Source: an optimization exercise on an open RTL-to-GDS flow (aim: small area). Production flows keep margins and buffers that such runs may drop. The RTL was checked by simulation tests, not by an equivalence proof against the original design. Power is estimated from default activity; no workload was simulated.

## v25
==> flow/design.v (excerpt) <==
module meter_b (
    input  wire        clk,
    input  wire        rst,
    input  wire        rx_valid,
    input  wire [7:0]  rx_data,
    input  wire        clr_minmax,
    input  wire        tick,
    input  wire        cond_reset,
    input  wire [3:0]  cond1_index,
    input  wire [2:0]  cond1_cmp,
    input  wire [24:0] cond1_threshold,
    input  wire [15:0] cond1_duration,
    input  wire [3:0]  cond2_index,
    input  wire [2:0]  cond2_cmp,
    input  wire [24:0] cond2_threshold,
    input  wire [15:0] cond2_duration,
    input  wire [2:0]  rd_idx,
    output wire [24:0] rd_last,
    output wire [24:0] rd_min,
    output wire [24:0] rd_max,
    output reg         cond1_result,
    output reg         cond2_result,
    output reg  [15:0] good_count,
    output reg  [15:0] bad_count
);
For scale: about 28000 µm² of cells after synthesis.
clock: 12.0 ns
lec_check: 0
abc_area: 1
cap_margin: 20
core_area: 2.3 2.72 253.3 253.2
die_area: 0 0 256 256
place_density: 0.75
slew_margin: 20
standard.sh (not shown) runs the stock make flow with config.mk's settings and CLKGATE_MAP_FILE= SYNTH_SCRIPT=/design/flow/synth_recipe.tcl, a recipe that flattens the netlist after the stock synthesis.
==> flow/flow/run.sh <==
#!/bin/bash
# Layout flow: the standard ORFS flow, with three changes to how the
# layout is made:
#  - synthesis maps logic with an area-oriented ABC script (flow/abc_area.script);
#    the registers, their names and cells are those of the standard synthesis
#  - port buffers use the smallest buffer cell
#  - clock tree built from small clock buffers, without dummy loads
# Every tool's output goes to logs in this folder (make.log, orfs/logs/...).
set -euo pipefail
W=$PWD
rm -rf "$W/scripts_mod"
cp -r "$FLOW_HOME/scripts" "$W/scripts_mod"
cp "$W/flow/abc_area.script" "$W/scripts_mod/abc_area.script"

CTS="-sink_clustering_enable -repair_clock_nets -dont_use_dummy_load -buf_list sky130_fd_sc_hd__clkbuf_4 -sink_clustering_size 10 -sink_clustering_max_diameter 50"

make -C "$FLOW_HOME" DESIGN_CONFIG="$FLOW_CONFIG" WORK_HOME="$W/orfs" \
    CLKGATE_MAP_FILE= SYNTH_SCRIPT="$W/synth_recipe.tcl" \
    SCRIPTS_DIR="$W/scripts_mod" \
    BUFFER_PORTS_ARGS="-buffer_cell sky130_fd_sc_hd__buf_1" \
    CTS_ARGS="$CTS" \
    finish > "$W/make.log" 2>&1

R="$W/orfs/results/$FLOW_PLATFORM/meter_b/base"
: # left out here: write the final layout as DEF
==> flow/flow/abc_area.script <==
strash
&get -n
&deepsyn -T 20
&dch -f
&nf -R 1000
&put
topo
> inputs changed (v25 -> v15)
--- a/flow/design.v
+++ b/flow/design.v
@@ -140,16 +140,18 @@
     reg [22:0] max_s [3:6];    
     reg [23:0] max_e;          
     reg [23:0] min_s [3:6];    
     reg [24:0] min_e;          
     wire       early = (t[4:3] == 2'b00);
     wire [2:0] sel = ~early ? rd_idx :
                      ty_tk  ? (t[0] ? cond2_index[2:0] : cond1_index[2:0]) :
                      t[2:0];
+    wire        tks = early & ty_tk;           
+    wire [24:0] th  = t[0] ? cond2_threshold : cond1_threshold;
     reg [24:0] L, MN, MX;
     always @(*) begin
         case (sel)
             3'd0: L = {1'b0, last[0]};
             3'd1: L = {1'b0, last[1]};
             3'd2: L = {1'b0, last[2]};
             3'd3: L = {last[3][23], last[3]};
             3'd4: L = {last[4][23], last[4]};
@@ -170,42 +172,45 @@
         case (sel)
             3'd3: MN = {min_s[3][23], min_s[3]};
             3'd4: MN = {min_s[4][23], min_s[4]};
             3'd5: MN = {min_s[5][23], min_s[5]};
             3'd6: MN = {min_s[6][23], min_s[6]};
             3'd7: MN = min_e;
             default: MN = 25'd0;
         endcase
+        if (tks) begin
+            MN = th;
+            MX = th;
+        end
     end
     assign rd_last = L;
     assign rd_min  = MN;
     assign rd_max  = MX;
-    wire lt_min = slt(L, MN);
-    wire gt_max = slt(MX, L);
+    wire lt_min = slt(L, MN);      
+    wire gt_max = slt(MX, L);      
     wire        clr  = rst | clr_minmax;
     wire [24:0] W    = clr ? 25'd0 : L;
     wire        mm   = early & ty_fr;
     wire [2:0]  d    = t[2:0];
     always @(posedge clk) begin
         for (f = 0; f < 3; f = f + 1)
             if (clr | (mm & (d == f) & gt_max)) max_u[f] <= W[23:0];
         for (f = 3; f < 7; f = f + 1) begin
             if (clr | (mm & (d == f) & gt_max)) max_s[f] <= W[22:0];
             if (clr | (mm & (d == f) & lt_min)) min_s[f] <= W[23:0];
         end
         if (clr | (mm & (d == 3'd7) & gt_max)) max_e <= W[23:0];
         if (clr | (mm & (d == 3'd7) & lt_min)) min_e <= W;
     end
     wire        c2    = t[0];
-    wire [24:0] th    = c2 ? cond2_threshold : cond1_threshold;
     wire [2:0]  ccmp  = c2 ? cond2_cmp : cond1_cmp;
     wire        cbad  = c2 ? cond2_index[3] : cond1_index[3];
-    wire        th_lt = slt(th, L);       
-    wire        th_gt = slt(L, th);       
+    wire        th_lt = gt_max;           
+    wire        th_gt = lt_min;           
     reg         hit;
     always @(*) begin
         case (ccmp)
             3'd0:    hit = th_lt;
             3'd1:    hit = ~th_gt;
             3'd2:    hit = ~th_lt & ~th_gt;
             3'd3:    hit = ~th_lt;
             3'd4:    hit = th_gt;
==> notes.md <==
- Comparing number of stages on the worst setup path for v25 and v15, the smaller number came from v25.
- Compared to v25, v15 has sequential cell area fraction in the yosys report 0.77 points higher.
- Diff v25..v15 | number of enable-type register cells in the synthesized netlist | unchanged
- v15 gives more shortest clock period the worst path allows after layout than v25 did.
- Re floorplan die area: no difference whatsoever between v25 and v15.


The RTL this note starts from:
==> flow/design.v <==
module meter_b (
    input  wire        clk,
    input  wire        rst,
    input  wire        rx_valid,
    input  wire [7:0]  rx_data,
    input  wire        clr_minmax,
    input  wire        tick,
    input  wire        cond_reset,
    input  wire [3:0]  cond1_index,
    input  wire [2:0]  cond1_cmp,
    input  wire [24:0] cond1_threshold,
    input  wire [15:0] cond1_duration,
    input  wire [3:0]  cond2_index,
    input  wire [2:0]  cond2_cmp,
    input  wire [24:0] cond2_threshold,
    input  wire [15:0] cond2_duration,
    input  wire [2:0]  rd_idx,
    output wire [24:0] rd_last,
    output wire [24:0] rd_min,
    output wire [24:0] rd_max,
    output reg         cond1_result,
    output reg         cond2_result,
    output reg  [15:0] good_count,
    output reg  [15:0] bad_count
);
    function slt;
        input [24:0] a, b;
        integer j;
        reg r;
        begin
            r = 1'b0;
            for (j = 0; j < 24; j = j + 1)
                r = (~a[j] & b[j]) | (~a[j] & r) | (b[j] & r);
            slt = (a[24] & ~b[24]) | (a[24] & r) | (~b[24] & r);
        end
    endfunction
    function uge16;
        input [15:0] a, b;
        integer j;
        reg r;
        begin
            r = 1'b1;
            for (j = 0; j < 16; j = j + 1)
                r = (a[j] & ~b[j]) | (a[j] & r) | (~b[j] & r);
            uge16 = r;
        end
    endfunction
    reg  [5:0] idx;      
    reg  [7:0] sum;      
    reg  [7:0] sum_n;
    reg  [8:0] sc;
    integer j;
    always @(*) begin
        sc[0] = 1'b0;
        for (j = 0; j < 8; j = j + 1) begin
            sum_n[j]  = sum[j] ^ rx_data[j] ^ sc[j];
            sc[j + 1] = (sum[j] & rx_data[j]) | (sum[j] & sc[j]) | (rx_data[j] & sc[j]);
        end
    end
    wire       idle   = (idx == 6'd0);
    wire       store  = rx_valid & ~idle;
    wire       lastb  = store & (idx == 6'd34);
    wire       ok     = (sum_n == 8'hFF);       
    wire       commit = lastb & ok;
    always @(posedge clk) begin
        if (rst)
            idx <= 6'd0;
        else if (rx_valid) begin
            if (idle) begin
                if (rx_data == 8'h55) idx <= 6'd1;
            end else if (idx == 6'd34)
                idx <= 6'd0;
            else
                idx <= idx + 6'd1;
        end
    end
    always @(posedge clk)
        if (rx_valid) sum <= idle ? 8'h55 : sum_n;
    reg  [7:0] bb [1:21];
    wire [7:0] wbyte = rst ? 8'h00 : rx_data;
    integer k;
    always @(posedge clk)
        for (k = 1; k <= 21; k = k + 1)
            if (rst | (store & (idx == k)))
                bb[k] <= wbyte;
    reg [4:0] t;        
    reg       ty_fr, ty_mm, ty_cnt, ty_tk, ty_rst;
    always @(posedge clk) begin
        if (rst | lastb | tick) begin
            t      <= 5'd0;
            ty_fr  <= ~rst & commit;
            ty_mm  <= ~rst & commit & ~clr_minmax;    
            ty_cnt <= rst | lastb;
            ty_tk  <= ~rst & tick & ~cond_reset;      
            ty_rst <= rst;
        end else if (t != 5'd31)
            t <= t + 5'd1;
    end
    reg  cg, cb;       
    wire rot_c = ty_cnt & ~t[4];
    always @(posedge clk) begin
        if (rst | lastb) begin
            cg <= ~rst & ok;
            cb <= ~rst & ~ok;
        end else if (rot_c) begin
            good_count <= {~ty_rst & (good_count[0] ^ cg), good_count[15:1]};
            bad_count  <= {~ty_rst & (bad_count[0] ^ cb), bad_count[15:1]};
            cg <= cg & good_count[0];
            cb <= cb & bad_count[0];
        end
    end
    reg [23:0] last [0:6];
    integer q;
    always @(posedge clk)
        if ((ty_fr | ty_rst) & (t == 5'd1))
            for (q = 0; q < 7; q = q + 1)
                last[q] <= {bb[3*q+1], bb[3*q+2], bb[3*q+3]};
    reg  [24:0] e_sum;
    reg  [24:0] eci, eco;      
    reg  [24:0] ea, eb;
    reg         ec8_q, ec16_q;
    integer m;
    always @(*) begin
        ea = {last[5][23], last[5]};
        eb = {last[6][23], last[6]};
        for (m = 0; m < 25; m = m + 1) begin
            if (m == 0)       eci[m] = 1'b0;
            else if (m == 8)  eci[m] = ec8_q;
            else if (m == 16) eci[m] = ec16_q;
            else              eci[m] = eco[m - 1];
            e_sum[m] = ea[m] ^ eb[m] ^ eci[m];
            eco[m]   = (ea[m] & eb[m]) | (ea[m] & eci[m]) | (eb[m] & eci[m]);
        end
    end
    always @(posedge clk) begin
        ec8_q  <= eco[7];
        ec16_q <= eco[15];
    end
    integer f;
    reg [23:0] max_u [0:2];    
    reg [22:0] max_s [3:6];    
    reg [23:0] max_e;          
    reg [23:0] min_s [3:6];    
    reg [24:0] min_e;          
    wire        tks = ty_tk & (t[4:1] == 4'd0);      
    wire        mm  = ty_mm & (t[4:3] == 2'b01);     
    wire [2:0]  sel = tks ? (t[0] ? cond2_index[2:0] : cond1_index[2:0]) :
                      mm  ? t[2:0] : rd_idx;
    wire [24:0] th  = t[0] ? cond2_threshold : cond1_threshold;
    reg [24:0] L, MN, MX;
    always @(*) begin
        case (sel)
            3'd0: L = {1'b0, last[0]};
            3'd1: L = {1'b0, last[1]};
            3'd2: L = {1'b0, last[2]};
            3'd3: L = {last[3][23], last[3]};
            3'd4: L = {last[4][23], last[4]};
            3'd5: L = {last[5][23], last[5]};
            3'd6: L = {last[6][23], last[6]};
            default: L = e_sum;
        endcase
        case (sel)
            3'd0: MX = {1'b0, max_u[0]};
            3'd1: MX = {1'b0, max_u[1]};
            3'd2: MX = {1'b0, max_u[2]};
            3'd3: MX = {2'b00, max_s[3]};
            3'd4: MX = {2'b00, max_s[4]};
            3'd5: MX = {2'b00, max_s[5]};
            3'd6: MX = {2'b00, max_s[6]};
            default: MX = {1'b0, max_e};
        endcase
        case (sel)
            3'd3: MN = {min_s[3][23], min_s[3]};
            3'd4: MN = {min_s[4][23], min_s[4]};
            3'd5: MN = {min_s[5][23], min_s[5]};
            3'd6: MN = {min_s[6][23], min_s[6]};
            3'd7: MN = min_e;
            default: MN = 25'd0;
        endcase
        if (tks) begin
            MN = th;
            MX = th;
        end
    end
    assign rd_last = L;
    assign rd_min  = MN;
    assign rd_max  = MX;
    wire lt_min = slt(L, MN);      
    wire gt_max = slt(MX, L);      
    wire        clr  = rst | clr_minmax;
    wire [24:0] W    = clr ? 25'd0 : L;
    wire [2:0]  d    = t[2:0];
    always @(posedge clk) begin
        for (f = 0; f < 3; f = f + 1)
            if (clr | (mm & (d == f) & gt_max)) max_u[f] <= W[23:0];
        for (f = 3; f < 7; f = f + 1) begin
            if (clr | (mm & (d == f) & gt_max)) max_s[f] <= W[22:0];
            if (clr | (mm & (d == f) & lt_min)) min_s[f] <= W[23:0];
        end
        if (clr | (mm & (d == 3'd7) & gt_max)) max_e <= W[23:0];
        if (clr | (mm & (d == 3'd7) & lt_min)) min_e <= W;
    end
    wire        c2    = t[0];
    wire [2:0]  ccmp  = c2 ? cond2_cmp : cond1_cmp;
    wire        cbad  = c2 ? cond2_index[3] : cond1_index[3];
    wire        th_lt = gt_max;           
    wire        th_gt = lt_min;           
    reg         hit;
    always @(*) begin
        case (ccmp)
            3'd0:    hit = th_lt;
            3'd1:    hit = ~th_gt;
            3'd2:    hit = ~th_lt & ~th_gt;
            3'd3:    hit = ~th_lt;
            3'd4:    hit = th_gt;
            3'd5:    hit = th_lt | th_gt;
            default: hit = 1'b0;
        endcase
    end
    wire c = ~cbad & hit;
    reg [15:0] held1, held2;
    reg        pend1, pend2;
    reg        keep1, keep2, ch1, ch2;
    wire ge1 = uge16(held1, cond1_duration);
    wire ge2 = uge16(held2, cond2_duration);
    wire step1 = tks & ~t[0];
    wire step2 = tks & t[0];
    wire rot_h = (ty_tk | ty_rst) & (t[4] ^ t[3]);    
    always @(posedge clk) begin
        if (rst) begin
            cond1_result <= 1'b0; pend1 <= 1'b0; keep1 <= 1'b0;
        end else if (cond_reset) begin
            cond1_result <= 1'b0; pend1 <= 1'b1;
        end else if (step1) begin
            if (pend1 | ~c)
                cond1_result <= 1'b0;
            else if (ge1)
                cond1_result <= 1'b1;
            keep1 <= c & ~pend1;
            pend1 <= 1'b0;
        end
    end
    always @(posedge clk) begin
        if (rst) begin
            cond2_result <= 1'b0; pend2 <= 1'b0; keep2 <= 1'b0;
        end else if (cond_reset) begin
            cond2_result <= 1'b0; pend2 <= 1'b1;
        end else if (step2) begin
            if (pend2 | ~c)
                cond2_result <= 1'b0;
            else if (ge2)
                cond2_result <= 1'b1;
            keep2 <= c & ~pend2;
            pend2 <= 1'b0;
        end
    end
    always @(posedge clk) begin
        if (step1 | step2) begin
            ch1 <= 1'b1;
            ch2 <= 1'b1;
        end else if (rot_h) begin
            held1 <= {keep1 & (held1[0] ^ ch1), held1[15:1]};
            held2 <= {keep2 & (held2[0] ^ ch2), held2[15:1]};
            ch1   <= ch1 & held1[0];
            ch2   <= ch2 & held2[0];
        end
    end
endmodule
==> flow/config.mk <==
export PLATFORM = sky130hd
export DESIGN_NAME = meter_b
export DESIGN_NICKNAME = meter_b
export VERILOG_FILES = /design/flow/design.v
export SDC_FILE = /design/flow/constraint.sdc
export NUM_CORES = 4
export LEC_CHECK = 0
export ABC_AREA = 1
export CAP_MARGIN = 20
export CORE_AREA = 2.3 2.72 253.3 253.2
export DIE_AREA = 0 0 256 256
export PLACE_DENSITY = 0.6
export SLEW_MARGIN = 20
==> flow/constraint.sdc <==
create_clock -name core_clock -period 12.0 [get_ports {clk}]
set_input_delay 2.4000 -clock core_clock [delete_from_list [all_inputs] [get_ports {clk}]]
set_output_delay 2.4000 -clock core_clock [all_outputs]
set_load 0.01 [all_outputs]
Scripts as last shown in full above: flow/flow/run.sh, flow/flow/abc_area.script
Edit:
--- a/flow/design.v
+++ b/flow/design.v
@@ -81,20 +81,19 @@
     integer k;
     always @(posedge clk)
         for (k = 1; k <= 21; k = k + 1)
             if (rst | (store & (idx == k)))
                 bb[k] <= wbyte;
     reg [4:0] t;        
-    reg       ty_fr, ty_mm, ty_cnt, ty_tk, ty_rst;
+    reg       ty_fr, ty_cnt, ty_tk, ty_rst;
     always @(posedge clk) begin
         if (rst | lastb | tick) begin
             t      <= 5'd0;
             ty_fr  <= ~rst & commit;
-            ty_mm  <= ~rst & commit & ~clr_minmax;    
             ty_cnt <= rst | lastb;
-            ty_tk  <= ~rst & tick & ~cond_reset;      
+            ty_tk  <= ~rst & tick;
             ty_rst <= rst;
         end else if (t != 5'd31)
             t <= t + 5'd1;
     end
     reg  cg, cb;       
     wire rot_c = ty_cnt & ~t[4];
@@ -109,13 +108,13 @@
             cb <= cb & bad_count[0];
         end
     end
     reg [23:0] last [0:6];
     integer q;
     always @(posedge clk)
-        if ((ty_fr | ty_rst) & (t == 5'd1))
+        if (commit | (ty_rst & (t == 5'd0)))
             for (q = 0; q < 7; q = q + 1)
                 last[q] <= {bb[3*q+1], bb[3*q+2], bb[3*q+3]};
     reg  [24:0] e_sum;
     reg  [24:0] eci, eco;      
     reg  [24:0] ea, eb;
     reg         ec8_q, ec16_q;
@@ -139,17 +138,16 @@
     integer f;
     reg [23:0] max_u [0:2];    
     reg [22:0] max_s [3:6];    
     reg [23:0] max_e;          
     reg [23:0] min_s [3:6];    
     reg [24:0] min_e;          
-    wire        tks = ty_tk & (t[4:1] == 4'd0);      
-    wire        mm  = ty_mm & (t[4:3] == 2'b01);     
-    wire [2:0]  sel = tks ? (t[0] ? cond2_index[2:0] : cond1_index[2:0]) :
-                      mm  ? t[2:0] : rd_idx;
-    wire [24:0] th  = t[0] ? cond2_threshold : cond1_threshold;
+    wire       early = (t[4:3] == 2'b00);
+    wire [2:0] sel = ~early ? rd_idx :
+                     ty_tk  ? (t[0] ? cond2_index[2:0] : cond1_index[2:0]) :
+                     t[2:0];
     reg [24:0] L, MN, MX;
     always @(*) begin
         case (sel)
             3'd0: L = {1'b0, last[0]};
             3'd1: L = {1'b0, last[1]};
             3'd2: L = {1'b0, last[2]};
@@ -174,40 +172,38 @@
             3'd4: MN = {min_s[4][23], min_s[4]};
             3'd5: MN = {min_s[5][23], min_s[5]};
             3'd6: MN = {min_s[6][23], min_s[6]};
             3'd7: MN = min_e;
             default: MN = 25'd0;
         endcase
-        if (tks) begin
-            MN = th;
-            MX = th;
-        end
     end
     assign rd_last = L;
     assign rd_min  = MN;
     assign rd_max  = MX;
-    wire lt_min = slt(L, MN);      
-    wire gt_max = slt(MX, L);      
+    wire lt_min = slt(L, MN);
+    wire gt_max = slt(MX, L);
     wire        clr  = rst | clr_minmax;
     wire [24:0] W    = clr ? 25'd0 : L;
+    wire        mm   = early & ty_fr;
     wire [2:0]  d    = t[2:0];
     always @(posedge clk) begin
         for (f = 0; f < 3; f = f + 1)
             if (clr | (mm & (d == f) & gt_max)) max_u[f] <= W[23:0];
         for (f = 3; f < 7; f = f + 1) begin
             if (clr | (mm & (d == f) & gt_max)) max_s[f] <= W[22:0];
             if (clr | (mm & (d == f) & lt_min)) min_s[f] <= W[23:0];
         end
         if (clr | (mm & (d == 3'd7) & gt_max)) max_e <= W[23:0];
         if (clr | (mm & (d == 3'd7) & lt_min)) min_e <= W;
     end
     wire        c2    = t[0];
+    wire [24:0] th    = c2 ? cond2_threshold : cond1_threshold;
     wire [2:0]  ccmp  = c2 ? cond2_cmp : cond1_cmp;
     wire        cbad  = c2 ? cond2_index[3] : cond1_index[3];
-    wire        th_lt = gt_max;           
-    wire        th_gt = lt_min;           
+    wire        th_lt = slt(th, L);       
+    wire        th_gt = slt(L, th);       
     reg         hit;
     always @(*) begin
         case (ccmp)
             3'd0:    hit = th_lt;
             3'd1:    hit = ~th_gt;
             3'd2:    hit = ~th_lt & ~th_gt;
@@ -220,14 +216,14 @@
     wire c = ~cbad & hit;
     reg [15:0] held1, held2;
     reg        pend1, pend2;
     reg        keep1, keep2, ch1, ch2;
     wire ge1 = uge16(held1, cond1_duration);
     wire ge2 = uge16(held2, cond2_duration);
-    wire step1 = tks & ~t[0];
-    wire step2 = tks & t[0];
+    wire step1 = ty_tk & (t == 5'd0);
+    wire step2 = ty_tk & (t == 5'd1);
     wire rot_h = (ty_tk | ty_rst) & (t[4] ^ t[3]);    
     always @(posedge clk) begin
         if (rst) begin
             cond1_result <= 1'b0; pend1 <= 1'b0; keep1 <= 1'b0;
         end else if (cond_reset) begin
             cond1_result <= 1'b0; pend1 <= 1'b1;
What happened: The changed run ran to the end with no violations. Worst setup slack improved by 1.6 ns. Cell count increases by 0.88%. Sequential power rose by about 2%. Via count fell by 0.63%. Non-clock buffer count shrinks by 28. Core utilization decreases by 0.15 points. Clock-buffer cell count went up by 1. Fmax is higher by 18%.

## port drivers added, routing unchanged
The results above use ideal ports. As a check the final layouts listed here were re-extracted and re-timed, cells and wires unchanged.
Step 1 assumes that a clkbuf_16 drives the clock port and a buf_2 every other input.
Step 2 also shifts input and output timing later by t, the mid clock arrival at the registers, as if the neighbouring blocks saw the same clock.
Three values: no drivers, after step 1, after step 2; two values: the first two.
run	shift t [ns]	setup WS [ns]	pins driven straight from the clock port
v25	0.860	2.774 / 2.805 / 1.946	1
v15	0.857	1.604 / 1.634 / 0.776	1
the first run of note 2	0.859	1.121 / 1.142 / 0.283	1
the second run of note 2	0.872	2.765 / 2.801 / 1.929	1
After both steps setup and hold are still met in every run listed. For the first run of note 2, which loses most, drivers alone change the setup slack by +0.021 ns; drivers and shift together by -0.838 ns.
